Background: an optimization exercise with open tools, aiming at small area, a short achievable clock period and few clock cycles. Do not read the settings as production practice.
In this exercise RTL edits were held to simulation tests only and were not proved equivalent to the original.
Power and IR drop assume default switching activity.

[flow/config.mk]
export PLATFORM = sky130hd
export DESIGN_NAME = rle_codec
export DESIGN_NICKNAME = rle_codec
export VERILOG_FILES = /design/flow/design.v
export SDC_FILE = /design/flow/constraint.sdc
export NUM_CORES = 4
export LEC_CHECK = 0
export CAP_MARGIN = 20
export CORE_MARGIN = 2
export CORE_UTILIZATION = 40
export PLACE_DENSITY = 0.6
export SLEW_MARGIN = 20
[flow/constraint.sdc]
create_clock -name core_clock -period 6.0 [get_ports {clk}]
set_input_delay 1.2000 -clock core_clock [delete_from_list [all_inputs] [get_ports {clk}]]
set_output_delay 1.2000 -clock core_clock [all_outputs]
set_load 0.01 [all_outputs]
[flow/design.v]
module rle_enc (
    input  wire        clk,
    input  wire        rst,
    input  wire        in_valid,
    output wire        in_ready,
    input  wire [7:0]  in_data,
    input  wire        in_last,
    output wire        out_valid,
    input  wire        out_ready,
    output wire [7:0]  out_data,
    output reg         done
);
    localparam E_WORK  = 3'd0;
    localparam E_LFLAG = 3'd1;
    localparam E_LDATA = 3'd2;
    localparam E_RFLAG = 3'd3;
    localparam E_RDATA = 3'd4;
    reg  [2:0] st;
    reg  [7:0] lit [0:127];    
    reg  [7:0] lit_len;        
    reg  [6:0] idx;            
    reg  [7:0] pv;             
    reg  [1:0] pk;             
    reg        inrun;          
    reg  [7:0] rc;             
    reg        have_nx;        
    reg  [7:0] nx;
    reg        nlast;
    reg        finishing;      
    reg        ov;
    reg  [7:0] ob;
    assign out_valid = ov;
    assign out_data  = ob;
    wire can_load = !ov || out_ready;
    wire lit_full = (lit_len == 8'd128);
    assign in_ready = (st == E_WORK) && !have_nx && !finishing && !lit_full;
    wire       cur_valid = have_nx || (in_valid && in_ready);
    wire [7:0] x         = have_nx ? nx : in_data;
    wire       xl        = have_nx ? nlast : in_last;
    integer i;
    always @(posedge clk) begin
        if (rst) begin
            st        <= E_WORK;
            lit_len   <= 8'd0;
            idx       <= 7'd0;
            pv        <= 8'd0;
            pk        <= 2'd0;
            inrun     <= 1'b0;
            rc        <= 8'd0;
            have_nx   <= 1'b0;
            nx        <= 8'd0;
            nlast     <= 1'b0;
            finishing <= 1'b0;
            ov        <= 1'b0;
            ob        <= 8'd0;
            done      <= 1'b0;
        end else begin
            done <= 1'b0;
            if (ov && out_ready)
                ov <= 1'b0;
            case (st)
            E_WORK: begin
                if (lit_full) begin
                    st <= E_LFLAG;
                end else if (cur_valid) begin
                    have_nx <= 1'b1;
                    nx      <= x;
                    nlast   <= xl;
                    if (inrun) begin
                        if (x == pv && rc != 8'd128) begin
                            rc      <= rc + 8'd1;
                            have_nx <= 1'b0;
                            if (xl) finishing <= 1'b1;
                        end else begin
                            st <= E_RFLAG;
                        end
                    end else if (pk == 2'd2 && x == pv) begin
                        if (lit_len != 8'd0) begin
                            st <= E_LFLAG;
                        end else begin
                            inrun   <= 1'b1;
                            rc      <= 8'd3;
                            pk      <= 2'd0;
                            have_nx <= 1'b0;
                            if (xl) finishing <= 1'b1;
                        end
                    end else if (pk == 2'd1 && x == pv) begin
                        pk      <= 2'd2;
                        have_nx <= 1'b0;
                        if (xl) finishing <= 1'b1;
                    end else if (pk != 2'd0) begin
                        lit[lit_len[6:0]] <= pv;
                        lit_len <= lit_len + 8'd1;
                        pk      <= pk - 2'd1;
                    end else begin
                        pv      <= x;
                        pk      <= 2'd1;
                        have_nx <= 1'b0;
                        if (xl) finishing <= 1'b1;
                    end
                end else if (finishing) begin
                    if (inrun) begin
                        st <= E_RFLAG;
                    end else if (pk != 2'd0) begin
                        lit[lit_len[6:0]] <= pv;
                        lit_len <= lit_len + 8'd1;
                        pk      <= pk - 2'd1;
                    end else if (lit_len != 8'd0) begin
                        st <= E_LFLAG;
                    end else if (!ov) begin
                        done      <= 1'b1;
                        finishing <= 1'b0;
                    end
                end
            end
            E_RFLAG: if (can_load) begin
                ov <= 1'b1;
                ob <= 8'h80 | (rc - 8'd1);
                st <= E_RDATA;
            end
            E_RDATA: if (can_load) begin
                ov    <= 1'b1;
                ob    <= pv;
                inrun <= 1'b0;
                pk    <= 2'd0;
                st    <= E_WORK;
            end
            E_LFLAG: if (can_load) begin
                ov  <= 1'b1;
                ob  <= lit_len - 8'd1;
                idx <= 7'd0;
                st  <= E_LDATA;
            end
            E_LDATA: if (can_load) begin
                ov  <= 1'b1;
                ob  <= lit[idx];
                idx <= idx + 7'd1;
                if ({1'b0, idx} == lit_len - 8'd1) begin
                    lit_len <= 8'd0;
                    st      <= E_WORK;
                end
            end
            default: st <= E_WORK;
            endcase
        end
    end
endmodule
module rle_dec (
    input  wire        clk,
    input  wire        rst,
    input  wire        in_valid,
    output wire        in_ready,
    input  wire [7:0]  in_data,
    input  wire        in_last,
    output wire        out_valid,
    input  wire        out_ready,
    output wire [7:0]  out_data,
    output reg         done,
    output reg         err,
    output reg  [15:0] err_pos
);
    localparam D_FLAG = 3'd0;
    localparam D_LIT  = 3'd1;
    localparam D_REP  = 3'd2;
    localparam D_EMIT = 3'd3;
    localparam D_FIN  = 3'd4;
    reg  [2:0]  st;
    reg  [7:0]  k;         
    reg  [7:0]  rb;        
    reg  [15:0] pos;       
    reg  [15:0] fsp;       
    reg         lastseen;  
    reg         ferr;      
    reg         ov;
    reg  [7:0]  ob;
    assign out_valid = ov;
    assign out_data  = ob;
    wire can_load = !ov || out_ready;
    assign in_ready = (st == D_FLAG) || (st == D_REP) || (st == D_LIT && can_load);
    wire acc = in_valid && in_ready;
    always @(posedge clk) begin
        if (rst) begin
            st       <= D_FLAG;
            k        <= 8'd0;
            rb       <= 8'd0;
            pos      <= 16'd0;
            fsp      <= 16'd0;
            lastseen <= 1'b0;
            ferr     <= 1'b0;
            ov       <= 1'b0;
            ob       <= 8'd0;
            done     <= 1'b0;
            err      <= 1'b0;
            err_pos  <= 16'd0;
        end else begin
            done <= 1'b0;
            if (ov && out_ready)
                ov <= 1'b0;
            case (st)
            D_FLAG: if (acc) begin
                fsp <= pos;
                pos <= pos + 16'd1;
                k   <= {1'b0, in_data[6:0]} + 8'd1;
                if (in_last) begin
                    ferr <= 1'b1;
                    st   <= D_FIN;
                end else begin
                    st <= in_data[7] ? D_REP : D_LIT;
                end
            end
            D_LIT: if (acc) begin
                ov  <= 1'b1;
                ob  <= in_data;
                pos <= pos + 16'd1;
                k   <= k - 8'd1;
                if (in_last) begin
                    ferr <= (k != 8'd1);
                    st   <= D_FIN;
                end else if (k == 8'd1) begin
                    st <= D_FLAG;
                end
            end
            D_REP: if (acc) begin
                rb       <= in_data;
                pos      <= pos + 16'd1;
                lastseen <= in_last;
                st       <= D_EMIT;
            end
            D_EMIT: if (can_load) begin
                ov <= 1'b1;
                ob <= rb;
                k  <= k - 8'd1;
                if (k == 8'd1) begin
                    if (lastseen) begin
                        ferr <= 1'b0;
                        st   <= D_FIN;
                    end else begin
                        st <= D_FLAG;
                    end
                end
            end
            D_FIN: if (!ov) begin
                done     <= 1'b1;
                err      <= ferr;
                err_pos  <= ferr ? fsp : 16'd0;
                ferr     <= 1'b0;
                lastseen <= 1'b0;
                pos      <= 16'd0;
                st       <= D_FLAG;
            end
            default: st <= D_FLAG;
            endcase
        end
    end
endmodule
module rle_codec (
    input  wire        clk,
    input  wire        rst,
    input  wire        in_valid,
    output wire        in_ready,
    input  wire [7:0]  in_data,
    input  wire        in_last,
    input  wire        in_mode,
    output wire        out_valid,
    input  wire        out_ready,
    output wire [7:0]  out_data,
    output wire        done,
    output wire        err,
    output wire [15:0] err_pos
);
    localparam T_IDLE  = 2'd0;   
    localparam T_FRAME = 2'd1;   
    localparam T_WAIT  = 2'd2;   
    reg  [1:0] tst;
    reg        cur_mode;
    wire mode_sel = (tst == T_IDLE) ? in_mode : cur_mode;
    wire in_open  = (tst != T_WAIT);
    wire       enc_in_ready, dec_in_ready;
    wire       enc_out_valid, dec_out_valid;
    wire [7:0] enc_out_data, dec_out_data;
    wire       enc_done, dec_done;
    wire       dec_err;
    wire [15:0] dec_err_pos;
    wire enc_in_valid = in_valid && in_open && !mode_sel;
    wire dec_in_valid = in_valid && in_open &&  mode_sel;
    assign in_ready = in_open && (mode_sel ? dec_in_ready : enc_in_ready);
    wire acc = in_valid && in_ready;
    always @(posedge clk) begin
        if (rst) begin
            tst      <= T_IDLE;
            cur_mode <= 1'b0;
        end else begin
            case (tst)
            T_IDLE: if (acc) begin
                cur_mode <= in_mode;
                tst      <= in_last ? T_WAIT : T_FRAME;
            end
            T_FRAME: if (acc && in_last) begin
                tst <= T_WAIT;
            end
            T_WAIT: if (done) begin
                tst <= T_IDLE;
            end
            default: tst <= T_IDLE;
            endcase
        end
    end
    rle_enc u_enc (
        .clk       (clk),
        .rst       (rst),
        .in_valid  (enc_in_valid),
        .in_ready  (enc_in_ready),
        .in_data   (in_data),
        .in_last   (in_last),
        .out_valid (enc_out_valid),
        .out_ready (out_ready && !cur_mode),
        .out_data  (enc_out_data),
        .done      (enc_done)
    );
    rle_dec u_dec (
        .clk       (clk),
        .rst       (rst),
        .in_valid  (dec_in_valid),
        .in_ready  (dec_in_ready),
        .in_data   (in_data),
        .in_last   (in_last),
        .out_valid (dec_out_valid),
        .out_ready (out_ready && cur_mode),
        .out_data  (dec_out_data),
        .done      (dec_done),
        .err       (dec_err),
        .err_pos   (dec_err_pos)
    );
    assign out_valid = cur_mode ? dec_out_valid : enc_out_valid;
    assign out_data  = cur_mode ? dec_out_data  : enc_out_data;
    assign done      = enc_done || dec_done;
    assign err       = cur_mode && dec_err;
    assign err_pos   = cur_mode ? dec_err_pos : 16'd0;
endmodule
[flow/run.sh]
#!/bin/bash
# synth_recipe.tcl (not shown) runs the flow's synth.tcl, then flattens the netlist and writes it again
# the make line also repeats each setting of config.mk as NAME=value (left out here)
make -C /OpenROAD-flow-scripts/flow DESIGN_CONFIG=/design/flow/config.mk WORK_HOME=/design/flow/orfs CLKGATE_MAP_FILE= SYNTH_SCRIPT=/design/flow/synth_recipe.tcl finish
==> summary.txt <==
-- power by group through the flow --
stage                     registers, mW  clock network, mW  logic, mW
after floorplan                    10.7                  0       2.12
after global placement             10.7                  0       3.72
after detailed placement           10.7                  0       3.72
after CTS                          10.5               7.28       3.72
after global routing               10.6               7.59       3.96
final                              10.5               7.19       3.71
-- registers in the layout, indices dropped and copies added, names as in the netlist, 8 cells and up, named ones only --
register,count
u_enc.lit,1024
u_dec.err_pos,16
u_dec.fsp,16
u_dec.pos,16
u_dec.k,8
u_dec.ob,8
u_dec.rb,8
u_enc.lit_len,8
u_enc.nx,8
u_enc.ob,8
u_enc.pv,8
u_enc.rc,8
-- cells in the mapped netlist (24+ instances only) --
cell                       instances
sky130_fd_sc_hd__a211oi_1         31
sky130_fd_sc_hd__xnor2_1          35
sky130_fd_sc_hd__a22oi_1          27
sky130_fd_sc_hd__clkbuf_1         80
sky130_fd_sc_hd__o22ai_1          53
sky130_fd_sc_hd__mux4_2          260
sky130_fd_sc_hd__dfxtp_1         148
sky130_fd_sc_hd__edfxtp_1       1024
sky130_fd_sc_hd__buf_2            54
sky130_fd_sc_hd__nand2_1         123
sky130_fd_sc_hd__o21ai_0          50
sky130_fd_sc_hd__inv_1            27
sky130_fd_sc_hd__and2_1           24
sky130_fd_sc_hd__nor3_1           35
sky130_fd_sc_hd__a21oi_1          84
sky130_fd_sc_hd__nor2_1          264
sky130_fd_sc_hd__mux2i_1          76
sky130_fd_sc_hd__nand3_1          67
-- layer usage --
metal | vias to the layer above | GRT usage
li1 | 11173 | -
met1 | 13886 | 0.300
met2 | 1577 | 0.337
met3 | 229 | 0.0481
met4 | 4 | 0.0704
met5 | - | 0
-- how the worst min path moves through the flow --
stage / startpoint / endpoint / slack (ns) / cells after the start
5_1_grt: u_dec.err_pos[11]$_SDFFE_PP0P_ / u_dec.err_pos[11]$_SDFFE_PP0P_ / 0.47 / 2
4_1_cts: u_dec.err_pos[2]$_SDFFE_PP0P_ / u_dec.err_pos[2]$_SDFFE_PP0P_ / 0.45 / 2
2_1_floorplan: u_dec.err_pos[0]$_SDFFE_PP0P_ / u_dec.err_pos[0]$_SDFFE_PP0P_ / 0.43 / 2
3_3_place_gp: u_dec.err_pos[2]$_SDFFE_PP0P_ / u_dec.err_pos[2]$_SDFFE_PP0P_ / 0.44 / 2
6_report: u_dec.err_pos[2]$_SDFFE_PP0P_ / u_dec.err_pos[2]$_SDFFE_PP0P_ / 0.45 / 2
3_5_place_dp: u_dec.err_pos[2]$_SDFFE_PP0P_ / u_dec.err_pos[2]$_SDFFE_PP0P_ / 0.44 / 2
-- worst max-delay path: stages (launching register included) --
cell and delay (ns):
sky130_fd_sc_hd__dfxtp_1 0.96, sky130_fd_sc_hd__a21boi_0 0.43, sky130_fd_sc_hd__o21a_1 0.33, sky130_fd_sc_hd__or2_2 0.30, sky130_fd_sc_hd__o221ai_1 0.39, sky130_fd_sc_hd__clkdlybuf4s50_1 0.64
-- through the flow --
step	power [mW]	cell area (µm²)	worst slack [ns]	utilization	instances
finish	21.4	53300	1.06	0.452	4445
global route	22.1	53300	0.847	0.452	4445
CTS	21.5	53200	1.06	0.452	4445
detailed placement	14.4	49500	0.781	0.420	4235
global placement	14.4	49500	0.853	0.420	4235
floorplan	12.8	47400	1.91	-	2776
-- logic make-up (layout without fill, tap and decap cells) --
family                   Yosys count  after routing  share of synthesized area
AO/OA/AOI/OAI                    345            345                     0.0495
XOR/XNOR                          50             50                    0.00939
adder cells (fa/ha/maj)           14             14                    0.00369
buffers and inverters            195            328                     0.0181
flip-flops                      1172           1172                      0.711
multiplexers                     352            352                      0.143
AND/OR/NAND/NOR                  648            648                     0.0650
-- cell type report --
class / instances / share of cell area
clock buffer: 132 / 0.0556
clock inverter: 78 / 0.0149
inverter: 29 / 0.00204
multi-input combinational: 1409 / 0.241
sequential: 1172 / 0.634
tap: 1536 / 0.0361
timing repair buffer: 89 / 0.0161
==> summary.txt <==
biggest area consumer among synthesized cells sky130_fd_sc_hd__edfxtp_1; mean number of vias per cell 6.04; switching power summed over all nets 6.19 mW; number of top-level pins 42; vias in the first global route 26,003; routed length on met1 roughly 53,000 µm; switching share of power 0.289; upper clock frequency limit 202 MHz; diode insertion count for antenna repair 0; final count of hold timing violations 0; DRC viols 0; vias post-DR 26,869; number of failing setup endpoints in the final timing report 0; post-route worst hold slack about 0.45 ns; clock root cell sky130_fd_sc_hd__clkbuf_16; Post-CTS Hold Buffers 0; final period utilization 0.824; max_slew headroom 0.195; share of total power in the clock network 0.336; # rows 126; cell area after technology mapping between 40,000 and 50,000 µm²; fraction of post-synthesis cell area in the top cell type by area 0.649; most common cell after layout, fill and taps aside sky130_fd_sc_hd__edfxtp_1; number of filler instances in the final layout 9,874; P&R area growth vs syn 12.3%; number of H-tree levels 3; pin slew with the least headroom to its limit between 1 and 1.5 ns; RSZ-0062 raised after global routing no; main flop type after synthesis sky130_fd_sc_hd__edfxtp_1; share of synthesized registers carrying an async set or reset 0; CTS sink count 1,172; worst setup slack for register-to-register paths 1.46 ns; syn_nets 2,804; maximum VDD drop 274 µV; HP Class flop to flop; type of element launching the critical path flop; Met3 Routed Length 13,100 µm; clock insertion delay at the later pin of the skew report 0.72 ns; overflow left after global routing 0; CTS buffer count 114; worst reg2reg endpoint u_enc.lit[53][2]$_DFFE_PP_; chip height 348 µm; top library cells by usage in the layout, fill and taps aside 1,024 x sky130_fd_sc_hd__edfxtp_1, 263 x sky130_fd_sc_hd__nor2_1, 260 x sky130_fd_sc_hd__mux4_2, 135 x sky130_fd_sc_hd__dfxtp_1, 123 x sky130_fd_sc_hd__nand2_1; R2R Path Start u_enc.lit_len[0]$_SDFFE_PP0P_; number of max-cap violations 0; count of TritonRoute iterations in the first routing pass 5; Die X-Extent roughly 350 µm; classification of the worst setup path flop to output port; Post-DRT Antenna Nets 0; GRT Total Usage 0.216; number of flops mapped to enable cells by yosys about 1,000; clk_skew around 0.04 ns; Max Root-Sink Buffers 3; area of combinational cells with multiple inputs 12,900 µm²; sequential-to-total area share from yosys stat 0.711; number of cells traversed by the worst register-to-register path 10; CP Data Required Time 4.80 ns; endpoint kind of the worst setup timing path output port; CTS tree yes; number of instances resized during post-cts repair 0; combinational share of power 0.173; initial cell density of the core 0.403; Area contributors post-synth sky130_fd_sc_hd__edfxtp_1 65%, sky130_fd_sc_hd__mux4_2 12%, sky130_fd_sc_hd__dfxtp_1 6.2%, sky130_fd_sc_hd__nor2_1 2.1%, sky130_fd_sc_hd__mux2i_1 1.6%; crit path from cur_mode$_SDFFE_PP0P_; wire length of the first global-routing pass 190,000 µm; average wire per cell in the routed design 29.7 µm; die outline area 121,000 µm²; count of mapped cells out of synthesis between 2,000 and 3,000; Core Footprint between 100,000 and 150,000 µm²; CTS clock-pin slew for the worst setup and hold paths roughly 0.060 ns; weighted congestion at the end of routability-driven global placement 0.917; total of warnings raised by yosys 3; total negative setup slack 0 ns; largest net degree at the start of global routing 92; largest fanout on the critical path 33; Final Slew Violations 0; number of DRC violations after detailed-routing iteration 0 about 3,600; sum of met2 wire segment lengths after detailed routing 61,500 µm; antenna violations before repair 4; buffers inserted during post-CTS setup optimization 0; Power Dens Cells 402 nW/µm²; area of all sequential standard cells 33,800 µm²; uppermost routed layer met5; final-stage net count 2,843; Tmin final 4.94 ns; Detailed Route WL between 100,000 and 150,000 µm; mean instance size in the synthesized netlist 17.1 µm²; share of cells above drive strength 1 0.190; Yosys cell types 93; sequential cell fraction of total power 0.491; Internal Power 15.2 mW; outcome finished clean; count of state elements after synthesis 1,172; DP Wirelength 83,200 µm; Arrival @ worst endpoint 3.74 ns; Setup crit end in_ready; Leakage 16.3 nW; total of buffers placed on input and output ports 41
Testbench counts, summed over its fixed seeds: cycles 223,518.

[separate check: timing with driven ports]
Ports are ideal in the flow. The routed layout listed here was re-timed in OpenROAD. Step 1 sets driving cells, clkbuf_16 on the clock port and buf_2 on the other inputs (assumed; they add their load-dependent delay and slew). Step 2, shift: input delay + t, output delay - t, t = (earliest + latest rising clock arrival at the registers) / 2. This alone moves slack from input paths to output paths. Slacks: ideal ports / drivers / drivers and shift; pairs: ideal ports / drivers.
t (ns): 0.770
setup WS [ns]: 1.055 / 0.981 / 0.730
worst setup path after step 2: input to register
latest minus earliest clock arrival (ns): 0.050 / 0.049
worst register clock-pin slew, ns: 0.07 / 0.07
After both steps setup and hold are still met in this run. For this run, drivers alone change the setup slack by -0.074 ns; drivers and shift together by -0.325 ns.
